What follows belongs to an exercise in optimizing a design on an open flow for small area, a short achievable clock period and few clock cycles; a production flow would make more cautious choices.
Function was checked by simulation only, so behaviour that the tests miss may differ from the original.
No activity file was given, so power comes from the tool's default toggle rates.

<file path="flow/config.mk">
export PLATFORM = sky130hd
export DESIGN_NAME = fsyn_calc
export DESIGN_NICKNAME = fsyn_calc
export VERILOG_FILES = /design/flow/design.v
export SDC_FILE = /design/flow/constraint.sdc
export NUM_CORES = 4
export LEC_CHECK = 0
export ABC_AREA = 1
export CAP_MARGIN = 20
export CORE_MARGIN = 2
export CORE_UTILIZATION = 40
export SLEW_MARGIN = 20
</file>
<file path="flow/constraint.sdc">
create_clock -name core_clock -period 10.0 [get_ports {clk}]
set_input_delay 2.0000 -clock core_clock [delete_from_list [all_inputs] [get_ports {clk}]]
set_output_delay 2.0000 -clock core_clock [all_outputs]
set_load 0.01 [all_outputs]
</file>
<file path="flow/design.v">
module fsyn_calc (
    input             clk,
    input             rst,
    input             in_valid,
    output            in_ready,
    input      [31:0] in_freq,
    output            out_valid,
    output     [31:0] ms_a,
    output     [19:0] ms_b,
    output     [17:0] ms_p1,
    output     [19:0] ms_p2,
    output            ms_range_err,
    output            div_zero,
    output     [31:0] dds_word,
    output            dds_alias
);
    localparam [31:0] VCO_HZ = 32'd900000000;
    localparam [20:0] DDS_D  = 21'd1953125;           
    localparam [25:0] DDS_C  = 26'd976562;            
    localparam integer P     = 6;                     
    localparam [2:0] M_NORM = 3'd0, M_A = 3'd1, M_BZ = 3'd2, M_BINIT = 3'd3,
                     M_B = 3'd4, M_DONE = 3'd5;
    reg         busy;
    reg  [31:0] f;
    reg         dz;
    reg         alias_r;
    reg  [2:0]  ms_st;
    reg         ms_done;
    reg  [5:0]  ms_j;
    reg  [31:0] ms_R;
    reg         ms_nb;
    reg         bl_nz;
    reg  [29:0] Qa;
    reg  [19:0] Qb;
    reg  [10:0] p1_hi;
    reg         err_a, a_eq2048, b_zero;
    reg         d_run;
    reg  [5:0]  d_p;
    reg  [20:0] Rd;
    reg         d_nb;
    reg  [31:0] Qd;
    assign out_valid = busy & ms_done & ~d_run;
    assign in_ready  = ~busy | (ms_done & ~d_run);
    wire accept = in_valid & in_ready;
    function vco_bit(input [5:0] j);
        vco_bit = (j < 32) ? VCO_HZ[31 - j] : 1'b0;
    endfunction
    integer i;
    reg [5:0]  nm_j0;
    reg [31:0] nm_R0;
    always @(*) begin
        nm_j0 = 6'd0;
        for (i = 0; i < 32; i = i + 1)
            if (f[i]) nm_j0 = (i + 2 > 32) ? 6'd32 : i + 2;
        nm_R0 = VCO_HZ >> (6'd32 - nm_j0);
    end
    wire [32:0] ms_x  = {ms_R, ms_nb};
    wire [33:0] ms_d  = {1'b0, ms_x} - {2'b00, f};
    wire        ms_q  = ~ms_d[33];
    wire [31:0] ms_Rn = ms_q ? ms_d[31:0] : ms_x[31:0];
    wire ms_last = (ms_j == 6'd31);
    wire [29:0] br    = ms_R[29:0];
    wire [29:0] b_top = br + {20'hFFFFF, ~br[29:20]} + {29'd0, ~bl_nz};
    wire [19:0] b_low = ~br[19:0] + 20'd1;
    wire [21:0] d_x   = {Rd, d_nb};
    wire [22:0] d_d   = {1'b0, d_x} - {2'b00, DDS_D};
    wire        d_q   = ~d_d[22];
    wire [20:0] Rdn   = d_q ? d_d[20:0] : d_x[20:0];
    wire        in_long  = (in_freq >= 32'd125000000);
    wire        d_pre    = (d_p < P);
    wire [P-1:0] f_pre   = f[5+P:6];
    wire [5:0]  d_pn     = d_p + 6'd1;
    wire        d_nb_pre = (d_pn < P) ? f_pre[P-1-d_pn] : Qd[31];
    always @(posedge clk) begin
        if (rst) begin
            busy <= 1'b0;
        end else if (accept) begin
            busy <= 1'b1;
        end else if (out_valid) begin
            busy <= 1'b0;
        end
    end
    always @(posedge clk) begin
        if (accept) begin
            f       <= in_freq;
            ms_st   <= M_NORM;
            ms_done <= 1'b0;
            d_run   <= 1'b1;
        end else begin
            case (ms_st)
                M_NORM: begin
                    ms_j  <= nm_j0;
                    ms_st <= (f == 32'd0) ? M_DONE : (nm_j0 == 6'd32) ? M_BZ : M_A;
                    if (f == 32'd0) ms_done <= 1'b1;
                end
                M_A:     begin ms_j <= ms_j + 6'd1; if (ms_last) ms_st <= M_BZ; end
                M_BZ:    ms_st <= M_BINIT;
                M_BINIT: begin ms_j <= 6'd12; ms_st <= M_B; end
                M_B:     begin
                    ms_j <= ms_j + 6'd1;
                    if (ms_last) begin ms_st <= M_DONE; ms_done <= 1'b1; end
                end
                default: ;
            endcase
            if (d_p == P + 31) d_run <= 1'b0;
        end
    end
    always @(posedge clk) begin
        dz       <= (f == 32'd0);
        alias_r  <= (f > 32'd62500000);
        p1_hi    <= dz ? 11'd0 : Qa[10:0] - 11'd4;
        err_a    <= ~dz & (~|Qa[29:3] | (|Qa[29:11] & (Qa != 30'd2048)));
        a_eq2048 <= ~dz & (Qa == 30'd2048);
        bl_nz    <= |ms_R[19:0];
        case (ms_st)
            M_NORM:  begin ms_R <= nm_R0;           ms_nb <= vco_bit(nm_j0); end
            M_A:     begin ms_R <= ms_Rn;           ms_nb <= vco_bit(ms_j + 6'd1); end
            M_BZ:    begin ms_R <= ms_R;            ms_nb <= ms_nb; end
            M_BINIT: begin ms_R <= {2'b00, b_top};  ms_nb <= b_low[19]; end
            default: begin ms_R <= ms_Rn;           ms_nb <= Qb[19]; end
        endcase
        if (accept) begin
            Rd   <= in_long ? in_freq[31:6+P] : in_freq[26:6];
            d_nb <= in_long ? in_freq[5+P] : in_freq[5];
            d_p  <= in_long ? 6'd0 : P;
        end else begin
            Rd   <= Rdn;
            d_nb <= d_pre ? d_nb_pre : Qd[30];
            d_p  <= d_p + 6'd1;
        end
    end
    always @(posedge clk) begin
        if (accept) begin
            Qd <= {in_freq[5:0], DDS_C};
        end else begin
            case (ms_st)
                M_NORM: begin
                    Qa <= 30'd0;
                    Qb <= 20'd0;
                end
                M_A: Qa <= {Qa[28:0], ms_q};
                M_BINIT: begin
                    Qb     <= {b_low[18:0], 1'b0};
                    b_zero <= 1'b1;
                end
                M_B: begin
                    Qb     <= {Qb[18:0], ms_q};
                    b_zero <= b_zero & ~ms_q;
                end
                default: ;
            endcase
            if (d_run && !d_pre) Qd <= {Qd[30:0], d_q};
        end
    end
    assign ms_a         = {2'b00, Qa};
    assign ms_b         = Qb;
    assign ms_p1        = {p1_hi, Qb[19:13]};
    assign ms_p2        = {Qb[12:0], Qb[19:13]};
    assign ms_range_err = err_a | (a_eq2048 & ~b_zero);
    assign div_zero     = dz;
    assign dds_word     = Qd;
    assign dds_alias    = alias_r;
endmodule
</file>
<file path="flow/flow/run.sh">
#!/bin/bash
# Standard ORFS layout (the standard.sh, unchanged synthesis), with timing
# repair aiming at a setup slack of MARGIN ns against the design's own clock
# constraint, so the layout closes at a shorter achieved period.
set -euo pipefail
cd "$(dirname "$0")/.."
bash standard.sh SETUP_SLACK_MARGIN=6.5 finish > standard_flow.log 2>&1
</file>
<file path="flow/standard.sh">
#!/bin/bash
# synth_recipe.tcl (not shown) runs the flow's synth.tcl, then flattens the netlist and writes it again
# the make line also repeats each setting of config.mk as NAME=value (left out here)
make -C /OpenROAD-flow-scripts/flow DESIGN_CONFIG=/design/flow/config.mk WORK_HOME=/design/flow/orfs CLKGATE_MAP_FILE= SYNTH_SCRIPT=/design/flow/synth_recipe.tcl "${@:-finish}"
</file>
==> notes.md <==
## power groups by stage
stage               logic [µW]  clock network, µW  registers, µW
finish                    2950                932           1590
global route              3260                983           1630
CTS                       2640                949           1600
detailed placement        2590                  0           1630
global placement          2550                  0           1620
floorplan                 1770                  0           1580
## path summary, 6_finish.rpt
| check | cells after the start | from | end | slack, ns |
|---|---|---|---|---|
| setup / recovery | 1 | Qd[28] | dds_word[28] | 6.53 |
| hold / removal | 2 | Qd[14] | Qd[14] | 0.48 |
| setup reg to reg | 21 | ms_R[0] | ms_R[24] | 6.66 |
| hold reg to reg | 2 | Qd[14] | Qd[14] | 0.48 |
## synthesized netlist by cell type (all sizes together), types with 2 or more instances
cell type / count / area, µm²
a211oi: 2 / 15.0
a21o: 2 / 15.0
a21oi: 133 / 684
a22o: 5 / 43.8
a22oi: 14 / 105
a31oi: 9 / 56.3
a32o: 5 / 50.1
and2: 2 / 12.5
and3: 2 / 12.5
buf: 52 / 377
clkbuf: 25 / 93.8
clkinv: 2 / 7.51
dfxtp: 76 / 1520
edfxtp: 128 / 3840
fa: 3 / 60.1
ha: 57 / 713
inv: 270 / 1020
nand2: 298 / 1170
nand3: 122 / 648
nand3b: 2 / 15.0
nand4: 25 / 163
nor2: 205 / 828
nor3: 31 / 165
nor4: 10 / 68.8
o211ai: 26 / 205
o21a: 7 / 52.6
o21ai: 141 / 709
o21bai: 4 / 30.0
o221a: 2 / 22.5
o221ai: 5 / 43.8
o22ai: 21 / 131
o31ai: 8 / 60.1
or2: 5 / 33.8
xnor2: 18 / 158
xor2: 23 / 220
## final cells by class
type	instances	area share
Sequential cell	204	0.311
Timing Repair Buffer	250	0.142
Multi-Input combinational cell	1203	0.405
Clock inverter	13	0.00825
Timing Repair inverter	2	0.000941
Inverter	272	0.0611
Tap cell	448	0.0324
Clock buffer	31	0.0399
## flip-flops by register name, indices dropped and copies added (netlist names), 6 cells and up
name / count
Rd: 21
ms_j: 6
d_p: 6
Qb: 20
f: 32
p1_hi: 11
ms_R: 32
Qa: 30
Qd: 32
## metal layers
| layer | part of all wire | track usage | wire (µm) |
|---|---|---|---|
| met1 | 0.44 | 0.305 | 18600 |
| met2 | 0.46 | 0.357 | 19300 |
| met3 | 0.073 | 0.0340 | 3090 |
| met4 | 0.031 | 0.0690 | 1300 |
| met5 | 0 | 0 | 0 |
## cells by family (layout without fill, tap and decap cells)
| group | after synthesis | in the layout | share of synthesized area |
|---|---|---|---|
| compound gates | 391 | 392 | 0.170 |
| simple gates | 704 | 708 | 0.233 |
| other cells | 1 | 2 | 0.000279 |
| buf+inv | 349 | 568 | 0.112 |
| fa+ha+maj | 60 | 60 | 0.0575 |
| xor+xnor | 41 | 41 | 0.0281 |
| flops | 204 | 204 | 0.399 |
## stage by stage
step | util | total power [µW] | hold WS, ns
2_1_floorplan | - | 3350 | 0.459
3_3_place_gp | 0.457 | 4180 | 0.479
3_5_place_dp | 0.457 | 4220 | 0.479
4_1_cts | 0.489 | 5190 | 0.488
5_1_grt | 0.519 | 5870 | 0.505
6_report | 0.519 | 5470 | 0.483
## repair_timing
item	4_1_cts	5_1_grt
pin swaps	3	29
gates cloned	2	9
hold endpoints to repair	0	0
gates resized for setup	53	123
endpoints found under the setup margin	146	141
buffers inserted	17	61
## worst min-delay path: cells and delay by family (launching register included)
family / cells / cell delay, ns
AOI/OAI and AO/OA: 1 / 0.06
buffers and inverters: 1 / 0.06
DFF: 1 / 0.31
==> metrics.yaml <==
detailed_routing:
  vias_per_cell: 5.36
  drt_iter0_drc: 1182
  wirelength_mm: 42.3
  route.detailed.drc: 0
  first_pass_iters: 5
  wl_per_cell_um: 17.5
  vias: 13000
  drtAntennaViolNets: 0
die:
  rows: 67
  die_area_mm2: 0.0351
  core_mm2: 0.0333
  fp.dieW_um: 187
  ioPinCount: 162
  die_y_um: 187
  start_util: 0.404
place:
  dp_hpwl_mm: 30.3
  gp_congestion: 0.935
  portBuffers: 159
  place_area_mm2: 0.0152
  dp.cells: 2290
  place_ws_ns: 5.36
worst_hold_path:
  hold_path.class: "reg2reg"
sta:
  layout_setup_ws_ns: 6.53
  finalSetupViolCount: 0
  min_period_over_period: 0.347
  hold_violations: 0
  period_minus_slack_ns: 3.47
  tightest_slew_ns: 1.02
  rsz0062_at_grt: "yes"
  finalSetupTns_ns: 0
  finalMaxSlewViolations: 0
  slew_headroom: 0.317
  fmax_mhz: 288
  clock_skew_ns: 0.0152
setup_path:
  cp-end-kind: "primary output"
  worstPathCellList: "clkdlybuf4s50_1"
  worstPathMaxFanout: 2
  crit_buf_inv: 1
  cp.required_ns: 8.00
  cp_slowest_cell: "clkdlybuf4s50_1"
  critical-path-top-delay-family: "buffers and inverters"
  crit_arrival_ns: 1.47
  worst_setup_path_start_kind: "flop"
  crit_path_max_incr_delay_ns: 0.57
  crit_type: "reg2out"
synthesis:
  synth_seq_cells: 204
  synthFlopType: "edfxtp_1"
  synth-async-reset-ratio: 0
  yosysSeqAreaShare: 0.399
  synth_edf_count: 128
  mappedNetlistArea_mm2: 0.0134
  syn_inst: 1750
  avgSynthCellArea_um2: 7.68
  yosys_warnings: 1
  ys_types: 71
global_route:
  grt_antenna_before_repair: 0
  grt_first_pass_wirelength_mm: 62.5
  grt_max_degree: 69
  grt_pass1_vias: 11600
  grt_remaining_overflow: 0
  grt_use_total: 0.221
layout:
  drive_gt1_frac: 0.136
  most-common-layout-cells: "nand2_1 (271), inv_1 (248), nor2_1 (185)"
  final_cells: 2423
  diodes: 0
  final_common_cell: "nand2_1"
  fin_area_mm2: 0.0173
  multi_input_area_mm2: 0.00700
  regArea_mm2: 0.00537
  fin_nets: 2052
  area_delta_synth_final_pct: 28.6
  fillers: 3259
power_and_ir_drop:
  p_switching_uw: 2410
  p_int_uw: 3060
  p_leak_uw: 0.00766
  pwr-share-comb: 0.539
  power_density_mw_per_mm2: 317
  pwr-share-clk: 0.170
  seqPwrFrac: 0.291
  swShare: 0.440
  max-vdd-ir-drop_v: 0.000131
clock_tree:
  clock_latency_ns: 0.53
  cts_sinks: 204
  clock_path_buffers: 3
  cts.reportedPaths.clkPinSlew_ns: 0.07
  cts-root-buf: "clkbuf_16"
  h-tree-depth: 1
  cts_inserted_buffers: 24
  hold_buffers: 0
  cts_tree: "done"
flow_run:
  drv_cap: 0
status:
  outcome: "finished clean"
Testbench counts, summed over its fixed seeds: cycles 79,257.

==> re-timing with driven ports <==
In the flow no input, the clock included, has a driving cell. The finished layout below was timed again as built, in two steps. Step 1 sets driving cells, clkbuf_16 on the clock port and buf_2 on the other inputs (assumed; they add their load-dependent delay and slew). Step 2 times the ports against the registers' clock, not the clock port: input delays grow and output delays shrink by t, the midpoint of the rising clock arrivals with the driver on. a / b / c = ideal ports / drivers / drivers and shift; a / b = the first two.
t (ns): 0.579
setup slack, ns: 6.532 / 6.478 / 6.052
latest minus earliest clock arrival (ns): 0.015 / 0.015
worst data-port slew with drivers (ns): 0.03
After both steps this run still meets setup and hold. The setup slack of this run moves by -0.054 ns with the drivers and by -0.480 ns with both steps.
